Background: an optimization exercise with open tools, aiming at small area, a short achievable clock period and few clock cycles. Do not read the settings as production practice. Function was checked by simulation only, so behaviour that the tests miss may differ from the original.

==> trial 52: inputs <==
==> flow/design.v <==
module crc8_step #(
    parameter [7:0] POLY = 8'h07
) (
    input  wire [7:0] crc_in,
    input  wire [7:0] data,
    output reg  [7:0] crc_out
);
    integer k;
    reg [7:0] x;
    always @* begin
        x = crc_in ^ data;
        for (k = 0; k < 8; k = k + 1)
            x = x[7] ? ((x << 1) ^ POLY) : (x << 1);
        crc_out = x;
    end
endmodule
module frame_rx #(
    parameter       QD       = 3,       
    parameter [7:0] CRC_POLY = 8'h07,
    parameter [7:0] CRC_INIT = 8'h00
) (
    input  wire        clk,
    input  wire        rst,
    input  wire        rx_valid,
    input  wire [7:0]  rx_data,
    output wire        rx_ready,
    output wire        msg_valid,
    input  wire        msg_ready,
    output wire [7:0]  msg_data,
    output wire        msg_first,
    output wire        msg_last,
    output wire        rx_idle,
    output reg  [31:0] cnt_msg,
    output reg  [31:0] cnt_cobs_err,
    output reg  [31:0] cnt_short,
    output reg  [31:0] cnt_crc_err,
    output reg  [31:0] cnt_acc_ovf
);
    reg       rdy;
    reg       s_v;
    reg [7:0] s_b;
    reg       s_z;
    wire      xfer = rx_valid & rdy;
    reg [6:0] enc;        
    reg [5:0] rl;         
    reg       doom;       
    reg [1:0] dsat;       
    reg [7:0] crc;
    reg [7:0] mem [0:63];
    reg [6:0] wp;         
    reg [6:0] fs;         
    reg [6:0] rp;         
    wire is_code = (rl == 6'd0);
    wire f_empty = (enc == 7'd0);
    wire f_full  = enc[6];                      
    wire dlm     = s_v & s_z & !f_empty;
    wire ovf     = s_v & !s_z & f_full;
    wire acc     = s_v & !s_z & !f_full;
    wire prod    = acc & (!is_code | !f_empty);
    wire [7:0] x = is_code ? 8'h00 : s_b;
    wire [7:0] crc_next;
    crc8_step #(.POLY(CRC_POLY)) u_crc (.crc_in(crc), .data(x), .crc_out(crc_next));
    wire cobs_bad = doom | !is_code;
    wire short_f  = (dsat != 2'd3);
    wire crc_bad  = (crc != 8'h00);
    wire good     = !cobs_bad & !short_f & !crc_bad;
    wire hold     = dlm & good & qfull;
    wire judge    = dlm & !hold;
    wire e_cobs   = judge & cobs_bad;
    wire e_short  = judge & !cobs_bad & short_f;
    wire e_crc    = judge & !cobs_bad & !short_f & crc_bad;
    wire commit   = judge & !cobs_bad & !short_f & !crc_bad;
    wire drop     = ovf | (judge & !commit);
    wire [6:0] wpm1 = wp - 7'd1;
    reg  [5:0] q [0:QD-1];
    reg  [2:0] qn;
    reg        ov, of, ol, nf;
    reg  [7:0] od;
    wire       can   = (qn != 3'd0);
    wire       ld    = can & (!ov | msg_ready);
    wire [5:0] rpn   = rp[5:0] + 6'd1;
    wire       lastb = (rpn == q[0]);
    wire       pop   = ld & lastb;
    wire [2:0] qidx  = qn - {2'b00, pop};
    wire [6:0] occ = wp - rp;
    wire       qfull = (qn == QD);
    wire       room  = ({1'b0, occ} + {7'd0, prod} + {7'd0, xfer}) <= 8'd63;
    wire       qroom = !(xfer & (rx_data == 8'h00) & (({1'b0, qn} + {3'd0, commit}) >= QD));
    assign rx_ready  = rdy;
    assign msg_valid = ov;
    assign msg_data  = od;
    assign msg_first = of;
    assign msg_last  = ol;
    assign rx_idle   = !s_v & !can & !ov;
    integer i;
    always @(posedge clk) begin
        if (!hold) begin
            s_b <= rx_data;
            s_z <= (rx_data == 8'h00);
        end
        if (prod)
            mem[wp[5:0]] <= x;
        if (ld) begin
            od <= mem[rp[5:0]];
            of <= nf;
            ol <= lastb;
        end
        for (i = 0; i < QD; i = i + 1) begin
            if (pop && i < QD - 1)
                q[i] <= q[(i < QD - 1) ? i + 1 : i];
            if (commit && qidx == i)
                q[i] <= wpm1[5:0];
        end
        if (rst) begin
            rdy  <= 1'b1;
            s_v  <= 1'b0;
            enc  <= 7'd0;
            rl   <= 6'd0;
            doom <= 1'b0;
            dsat <= 2'd0;
            crc  <= CRC_INIT;
            wp   <= 7'd0;
            fs   <= 7'd0;
            rp   <= 7'd0;
            qn   <= 3'd0;
            ov   <= 1'b0;
            nf   <= 1'b1;
            cnt_msg      <= 32'd0;
            cnt_cobs_err <= 32'd0;
            cnt_short    <= 32'd0;
            cnt_crc_err  <= 32'd0;
            cnt_acc_ovf  <= 32'd0;
        end else begin
            rdy <= room & qroom & !hold;
            if (!hold)
                s_v <= xfer;
            if (judge | ovf) begin
                enc  <= 7'd0;
                rl   <= 6'd0;
                doom <= 1'b0;
                dsat <= 2'd0;
                crc  <= CRC_INIT;
            end else if (acc) begin
                enc <= enc + 7'd1;
                if (is_code) begin
                    rl <= s_b[5:0] - 6'd1;
                    if (s_b[7] | (s_b[6] & (s_b[5:0] != 6'd0)))
                        doom <= 1'b1;
                end else begin
                    rl <= rl - 6'd1;
                end
                if (prod) begin
                    crc  <= crc_next;
                    dsat <= dsat + {1'b0, dsat != 2'd3};
                end
            end
            if (commit) begin
                wp <= wpm1;
                fs <= wpm1;
            end else if (drop) begin
                wp <= fs;
            end else if (prod) begin
                wp <= wp + 7'd1;
            end
            qn <= qn + {2'b00, commit} - {2'b00, pop};
            if (ld) begin
                ov <= 1'b1;
                nf <= lastb;
                rp <= rp + 7'd1;
            end else if (msg_ready) begin
                ov <= 1'b0;
            end
            if (commit)  cnt_msg      <= cnt_msg + 32'd1;
            if (e_cobs)  cnt_cobs_err <= cnt_cobs_err + 32'd1;
            if (e_short) cnt_short    <= cnt_short + 32'd1;
            if (e_crc)   cnt_crc_err  <= cnt_crc_err + 32'd1;
            if (ovf)     cnt_acc_ovf  <= cnt_acc_ovf + 32'd1;
        end
    end
endmodule
module frame_tx #(
    parameter       CD       = 4,       
    parameter [7:0] CRC_POLY = 8'h07,
    parameter [7:0] CRC_INIT = 8'h00
) (
    input  wire       clk,
    input  wire       rst,
    input  wire       tx_valid,
    input  wire [7:0] tx_data,
    input  wire       tx_last,
    output wire       tx_ready,
    output wire       wire_valid,
    input  wire       wire_ready,
    output wire [7:0] wire_data
);
    localparam [2:0] R_START = 3'd0, R_DATA = 3'd1, R_CODE = 3'd2,
                     R_T1 = 3'd3, R_T2 = 3'd4, R_DELIM = 3'd5;
    localparam CW = (CD > 2) ? 2 : 1;   
    reg       rdy;
    reg       s_v, s_l, s_z;
    reg [7:0] s_d;
    wire      xfer = tx_valid & rdy;
    reg          fr;      
    reg  [6:0]   L;       
    reg  [5:0]   sl;      
    reg  [7:0]   crc;
    reg  [7:0]   mem [0:63];
    reg  [6:0]   wp;      
    reg  [6:0]   rp;      
    reg  [CW-1:0] wi;     
    wire [7:0] ck;        
    crc8_step #(.POLY(CRC_POLY)) u_crc (.crc_in(crc), .data(s_d), .crc_out(ck));
    wire       ckz  = (ck == 8'h00);
    wire [1:0] nin  = s_z ? 2'd0 : (ckz ? 2'd1 : 2'd2);
    wire [7:0] t1   = !s_z ? s_d : (ckz ? 8'h01 : 8'h02);
    wire [7:0] t2   = ckz ? 8'h01 : ck;
    wire       mid  = s_v & !s_l;                  
    wire       cls  = s_v & (s_l | s_z);           
    wire [7:0] code = s_l ? {1'b1, L + 7'd1 + {5'd0, nin}} : {1'b0, L + 7'd1};
    reg  [7:0] qc [0:CD-1];    
    reg  [7:0] q1 [0:CD-1];    
    reg  [7:0] q2 [0:CD-1];
    reg  [1:0] qn [0:CD-1];    
    reg  [CW:0] alloc;         
    reg  [CW:0] mc;            
    reg  [CW-1:0] ri;          
    reg  [2:0] st;
    reg  [6:0] left;
    reg        lr;
    reg        wv;
    reg  [7:0] wd;
    wire       adv  = !wv | wire_ready;
    wire [7:0] mr   = mem[rp[5:0]];
    wire [7:0] cb   = (st == R_START) ? qc[ri] : mr;
    wire [6:0] cl   = cb[6:0] - 7'd1 - (cb[7] ? {5'd0, qn[ri]} : 7'd0);
    wire       have = (st != R_START) | (mc != 0);
    wire       go   = adv & have;
    wire       done = go & (st == R_DELIM);
    wire [6:0] occ  = wp - rp;
    wire       room = ({1'b0, occ} + {7'd0, mid} + {7'd0, xfer}) <= 8'd63;
    reg        nb;        
    wire       nb_n = xfer ? tx_last : nb;
    wire       aroom = !nb_n || (alloc + {{CW{1'b0}}, xfer & nb}) < CD;
    assign tx_ready   = rdy;
    assign wire_valid = wv;
    assign wire_data  = wd;
    always @(posedge clk) begin
        s_d <= tx_data;
        s_l <= tx_last;
        s_z <= (tx_data == 8'h00);
        if (mid & !s_z)
            mem[wp[5:0]] <= s_d;
        else if (cls & !fr)
            mem[sl] <= code;
        if (cls & fr)
            qc[wi] <= code;
        if (s_v & s_l) begin
            q1[wi] <= t1;
            q2[wi] <= t2;
            qn[wi] <= nin;
        end
        if (mid & s_z)
            sl <= wp[5:0];
        if (rst) begin
            rdy   <= 1'b1;
            s_v   <= 1'b0;
            nb    <= 1'b1;
            fr    <= 1'b1;
            L     <= 7'd0;
            crc   <= CRC_INIT;
            wp    <= 7'd0;
            rp    <= 7'd0;
            wi    <= {CW{1'b0}};
            ri    <= {CW{1'b0}};
            alloc <= {(CW+1){1'b0}};
            mc    <= {(CW+1){1'b0}};
            st    <= R_START;
            wv    <= 1'b0;
        end else begin
            rdy <= room & aroom;
            s_v <= xfer;
            nb  <= nb_n;
            if (s_v) begin
                if (s_l) begin
                    crc <= CRC_INIT;
                    fr  <= 1'b1;
                    L   <= 7'd0;
                    wi  <= (wi == CD - 1) ? {CW{1'b0}} : wi + 1'b1;
                end else begin
                    crc <= ck;
                    wp  <= wp + 7'd1;
                    if (s_z) begin
                        fr <= 1'b0;
                        L  <= 7'd0;
                    end else begin
                        L <= L + 7'd1;
                    end
                end
            end
            alloc <= alloc + {{CW{1'b0}}, xfer & nb} - {{CW{1'b0}}, done};
            mc    <= mc + {{CW{1'b0}}, s_v & s_l} - {{CW{1'b0}}, go & (st == R_START)};
            if (adv)
                wv <= have;
            if (go) begin
                case (st)
                    R_START, R_CODE: begin
                        wd   <= {1'b0, cb[6:0]};
                        left <= cl;
                        lr   <= cb[7];
                        if (st == R_CODE)
                            rp <= rp + 7'd1;
                        if (cl == 7'd0)
                            st <= cb[7] ? R_T1 : R_CODE;
                        else
                            st <= R_DATA;
                    end
                    R_DATA: begin
                        wd   <= mr;
                        rp   <= rp + 7'd1;
                        left <= left - 7'd1;
                        if (left == 7'd1)
                            st <= lr ? R_T1 : R_CODE;
                    end
                    R_T1: begin
                        wd <= q1[ri];
                        st <= R_T2;
                    end
                    R_T2: begin
                        wd <= q2[ri];
                        st <= R_DELIM;
                    end
                    default: begin
                        wd <= 8'h00;
                        st <= R_START;
                        ri <= (ri == CD - 1) ? {CW{1'b0}} : ri + 1'b1;
                    end
                endcase
            end
        end
    end
endmodule
module esp32_frame_link (
    input  wire        clk,
    input  wire        rst,
    input  wire        rx_valid,
    input  wire [7:0]  rx_data,
    output wire        rx_ready,
    output wire        msg_valid,
    input  wire        msg_ready,
    output wire [7:0]  msg_data,
    output wire        msg_first,
    output wire        msg_last,
    output wire        rx_idle,
    output wire [31:0] cnt_msg,
    output wire [31:0] cnt_cobs_err,
    output wire [31:0] cnt_short,
    output wire [31:0] cnt_crc_err,
    output wire [31:0] cnt_acc_ovf,
    input  wire        tx_valid,
    input  wire [7:0]  tx_data,
    input  wire        tx_last,
    output wire        tx_ready,
    output wire        wire_valid,
    input  wire        wire_ready,
    output wire [7:0]  wire_data
);
    frame_rx u_rx (
        .clk(clk), .rst(rst),
        .rx_valid(rx_valid), .rx_data(rx_data), .rx_ready(rx_ready),
        .msg_valid(msg_valid), .msg_ready(msg_ready), .msg_data(msg_data),
        .msg_first(msg_first), .msg_last(msg_last), .rx_idle(rx_idle),
        .cnt_msg(cnt_msg), .cnt_cobs_err(cnt_cobs_err), .cnt_short(cnt_short),
        .cnt_crc_err(cnt_crc_err), .cnt_acc_ovf(cnt_acc_ovf)
    );
    frame_tx u_tx (
        .clk(clk), .rst(rst),
        .tx_valid(tx_valid), .tx_data(tx_data), .tx_last(tx_last), .tx_ready(tx_ready),
        .wire_valid(wire_valid), .wire_ready(wire_ready), .wire_data(wire_data)
    );
endmodule
==> flow/run.sh <==
#!/bin/bash
# synth_recipe.tcl (not shown) runs the flow's synth.tcl, then flattens the netlist and writes it again
# the make line also repeats each setting of config.mk as NAME=value (left out here)
make -C /OpenROAD-flow-scripts/flow DESIGN_CONFIG=/design/flow/config.mk WORK_HOME=/design/flow/orfs CLKGATE_MAP_FILE= SYNTH_SCRIPT=/design/flow/synth_recipe.tcl finish
==> flow/config.mk <==
export PLATFORM = sky130hd
export DESIGN_NAME = esp32_frame_link
export DESIGN_NICKNAME = esp32_frame_link
export VERILOG_FILES = /design/flow/design.v
export SDC_FILE = /design/flow/constraint.sdc
export NUM_CORES = 4
export LEC_CHECK = 0
export ABC_CLOCK_PERIOD_IN_PS = 3000
export CAP_MARGIN = 20
export CORE_MARGIN = 2
export CORE_UTILIZATION = 40
export SETUP_SLACK_MARGIN = 5
export SLEW_MARGIN = 20
==> flow/constraint.sdc <==
create_clock -name core_clock -period 10.0 [get_ports {clk}]
set_input_delay 2.0000 -clock core_clock [delete_from_list [all_inputs] [get_ports {clk}]]
set_output_delay 2.0000 -clock core_clock [all_outputs]
set_load 0.01 [all_outputs]
==> trial 42: changes against trial 52 <==
--- a/flow/design.v
+++ b/flow/design.v
@@ -77,2 +77,3 @@
     reg        ov, of, ol, nf;
+    reg        idle;
     reg  [7:0] od;
@@ -93,3 +94,3 @@
     assign msg_last  = ol;
-    assign rx_idle   = !s_v & !can & !ov;
+    assign rx_idle   = idle;
     integer i;
@@ -127,2 +128,3 @@
             nf   <= 1'b1;
+            idle <= 1'b1;
             cnt_msg      <= 32'd0;
@@ -164,3 +166,8 @@
             end
-            qn <= qn + {2'b00, commit} - {2'b00, pop};
+            if (commit & !pop)
+                qn <= qn + 3'd1;
+            else if (!commit & pop)
+                qn <= qn - 3'd1;
+            idle <= !(hold ? s_v : xfer) & (qn + {2'b00, commit} == {2'b00, pop}) &
+                    !(ld | (ov & !msg_ready));
             if (ld) begin
@@ -195,4 +202,3 @@
 );
-    localparam [2:0] R_START = 3'd0, R_DATA = 3'd1, R_CODE = 3'd2,
-                     R_T1 = 3'd3, R_T2 = 3'd4, R_DELIM = 3'd5;
+    localparam [2:0] R_CODE = 3'd0, R_DATA = 3'd1, R_T1 = 3'd2, R_T2 = 3'd3, R_DELIM = 3'd4;
     localparam CW = (CD > 2) ? 2 : 1;   
@@ -202,3 +208,2 @@
     wire      xfer = tx_valid & rdy;
-    reg          fr;      
     reg  [6:0]   L;       
@@ -212,3 +217,3 @@
     crc8_step #(.POLY(CRC_POLY)) u_crc (.crc_in(crc), .data(s_d), .crc_out(ck));
-    wire       ckz  = (ck == 8'h00);
+    wire       ckz  = (crc == s_d);
     wire [1:0] nin  = s_z ? 2'd0 : (ckz ? 2'd1 : 2'd2);
@@ -216,6 +221,4 @@
     wire [7:0] t2   = ckz ? 8'h01 : ck;
-    wire       mid  = s_v & !s_l;                  
     wire       cls  = s_v & (s_l | s_z);           
     wire [7:0] code = s_l ? {1'b1, L + 7'd1 + {5'd0, nin}} : {1'b0, L + 7'd1};
-    reg  [7:0] qc [0:CD-1];    
     reg  [7:0] q1 [0:CD-1];    
@@ -227,3 +230,5 @@
     reg  [2:0] st;
-    reg  [6:0] left;
+    reg        first;     
+    reg  [6:0] left;      
+    reg  [1:0] nel;       
     reg        lr;
@@ -233,5 +238,6 @@
     wire [7:0] mr   = mem[rp[5:0]];
-    wire [7:0] cb   = (st == R_START) ? qc[ri] : mr;
-    wire [6:0] cl   = cb[6:0] - 7'd1 - (cb[7] ? {5'd0, qn[ri]} : 7'd0);
-    wire       have = (st != R_START) | (mc != 0);
+    wire [1:0] ne   = mr[7] ? qn[ri] : 2'd0;      
+    wire [1:0] qn1  = qn[ri] + 2'd1;
+    wire       nod  = (mr[6:2] == 5'd0) & (mr[1:0] == (mr[7] ? qn1 : 2'd1));
+    wire       have = !(st == R_CODE && first) | (mc != 0);
     wire       go   = adv & have;
@@ -239,3 +245,3 @@
     wire [6:0] occ  = wp - rp;
-    wire       room = ({1'b0, occ} + {7'd0, mid} + {7'd0, xfer}) <= 8'd63;
+    wire       room = ({1'b0, occ} + {7'd0, s_v} + {7'd0, xfer}) <= 8'd63;
     reg        nb;        
@@ -250,8 +256,6 @@
         s_z <= (tx_data == 8'h00);
-        if (mid & !s_z)
+        if (s_v & !s_l & !s_z)
             mem[wp[5:0]] <= s_d;
-        else if (cls & !fr)
+        else if (cls)
             mem[sl] <= code;
-        if (cls & fr)
-            qc[wi] <= code;
         if (s_v & s_l) begin
@@ -261,3 +265,3 @@
         end
-        if (mid & s_z)
+        if (cls)
             sl <= wp[5:0];
@@ -267,6 +271,6 @@
             nb    <= 1'b1;
-            fr    <= 1'b1;
             L     <= 7'd0;
             crc   <= CRC_INIT;
-            wp    <= 7'd0;
+            sl    <= 6'd0;
+            wp    <= 7'd1;        
             rp    <= 7'd0;
@@ -276,3 +280,4 @@
             mc    <= {(CW+1){1'b0}};
-            st    <= R_START;
+            st    <= R_CODE;
+            first <= 1'b1;
             wv    <= 1'b0;
@@ -283,5 +288,5 @@
             if (s_v) begin
+                wp <= wp + 7'd1;
                 if (s_l) begin
                     crc <= CRC_INIT;
-                    fr  <= 1'b1;
                     L   <= 7'd0;
@@ -290,13 +295,13 @@
                     crc <= ck;
-                    wp  <= wp + 7'd1;
-                    if (s_z) begin
-                        fr <= 1'b0;
-                        L  <= 7'd0;
-                    end else begin
-                        L <= L + 7'd1;
-                    end
+                    L   <= s_z ? 7'd0 : L + 7'd1;
                 end
             end
-            alloc <= alloc + {{CW{1'b0}}, xfer & nb} - {{CW{1'b0}}, done};
-            mc    <= mc + {{CW{1'b0}}, s_v & s_l} - {{CW{1'b0}}, go & (st == R_START)};
+            if ((xfer & nb) & !done)
+                alloc <= alloc + 1'b1;
+            else if (!(xfer & nb) & done)
+                alloc <= alloc - 1'b1;
+            if ((s_v & s_l) & !(go & (st == R_CODE) & first))
+                mc <= mc + 1'b1;
+            else if (!(s_v & s_l) & (go & (st == R_CODE) & first))
+                mc <= mc - 1'b1;
             if (adv)
@@ -305,10 +310,11 @@
                 case (st)
-                    R_START, R_CODE: begin
-                        wd   <= {1'b0, cb[6:0]};
-                        left <= cl;
-                        lr   <= cb[7];
-                        if (st == R_CODE)
-                            rp <= rp + 7'd1;
-                        if (cl == 7'd0)
-                            st <= cb[7] ? R_T1 : R_CODE;
+                    R_CODE: begin
+                        wd    <= {1'b0, mr[6:0]};
+                        left  <= mr[6:0];
+                        nel   <= ne;
+                        lr    <= mr[7];
+                        first <= 1'b0;
+                        rp    <= rp + 7'd1;
+                        if (nod)
+                            st <= mr[7] ? R_T1 : R_CODE;
                         else
@@ -320,3 +326,3 @@
                         left <= left - 7'd1;
-                        if (left == 7'd1)
+                        if (left == {5'd0, nel} + 7'd2)
                             st <= lr ? R_T1 : R_CODE;
@@ -332,5 +338,6 @@
                     default: begin
-                        wd <= 8'h00;
-                        st <= R_START;
-                        ri <= (ri == CD - 1) ? {CW{1'b0}} : ri + 1'b1;
+                        wd    <= 8'h00;
+                        st    <= R_CODE;
+                        first <= 1'b1;
+                        ri    <= (ri == CD - 1) ? {CW{1'b0}} : ri + 1'b1;
                     end
==> flow/flow/run.sh (new file) <==
#!/bin/bash
set -o pipefail
export SETUP_SLACK_MARGIN=6.7
bash standard.sh > flow_standard.log 2>&1
==> flow/standard.sh (new file) <==
#!/bin/bash
# synth_recipe.tcl (not shown) runs the flow's synth.tcl, then flattens the netlist and writes it again
# the make line also repeats each setting of config.mk as NAME=value (left out here)
make -C /OpenROAD-flow-scripts/flow DESIGN_CONFIG=/design/flow/config.mk WORK_HOME=/design/flow/orfs CLKGATE_MAP_FILE= SYNTH_SCRIPT=/design/flow/synth_recipe.tcl "${@:-finish}"
Settings changed: ABC_CLOCK_PERIOD_IN_PS 3000 to not set, CORE_UTILIZATION 40 to 65, CTS_BUF_LIST set to sky130_fd_sc_hd__clkbuf_8, CTS_CLUSTER_SIZE set to 16, SETUP_SLACK_MARGIN 5 to not set.
removed: flow/run.sh
==> qor summary <==
| item | trial 42 | trial 52 |
|---|---|---|
| Final routed wirelength across all metal layers | 146600 um | 142200 um |
| Share of synthesized area spent on multiplexers | 13.21% | 13.30% |
| Status | no timing/DRC/antenna violations | no timing/DRC/antenna violations |
| Synth Area in Adders | 1.191% | 1.324% |
| DP HPWL | 87650 um | 89730 um |
| Area of all sequential standard cells | 40610 um^2 | 41210 um^2 |
| Critical-path top delay cell | edfxtp_1 | dfxtp_4 |
| Placeable Area | 88650 um^2 | 148000 um^2 |
| Number of antenna violations at the first check in global routing | 9 | 2 |
| Area fraction in and, or, nand and nor cells after synthesis | 8.315% | 8.011% |
| Diode insertion count for antenna repair | 6 | 1 |
| Pre-CTS setup slack | 5007 ps | 4336 ps |
| GR Util met2 | 49.59% | 30.09% |
Testbench counts of trial 52, summed over its fixed seeds: cycles 32,866.
Testbench counts of trial 42, summed over its fixed seeds: cycles 32,866.

[port drivers added, routing unchanged]
In the flow no input, the clock included, has a driving cell. The finished layouts below were timed again as built, in two steps. Step 1 sets driving cells, clkbuf_16 on the clock port and buf_2 on the other inputs (assumed; they add their load-dependent delay and slew). Step 2 times the ports against the registers' clock, not the clock port: input delays grow and output delays shrink by t, the midpoint of the rising clock arrivals with the driver on. Three values: no drivers, after step 1, after step 2; two values: the first two.
| run | shift t [ns] | setup WS [ns] | latest minus earliest clock arrival (ns) | worst data-port slew with drivers (ns) | cell pins on the clock port's net |
|---|---|---|---|---|---|
| trial 52 | 0.834 | 5.146 / 5.146 / 4.447 | 0.046 / 0.046 | 0.05 | 1 |
| trial 42 | 0.940 | 6.385 / 6.321 / 5.823 | 0.050 / 0.049 | 0.10 | 1 |
After both steps setup and hold are still met in every run listed. For trial 52, which loses most, drivers alone change the setup slack by 0.000 ns; drivers and shift together by -0.699 ns.
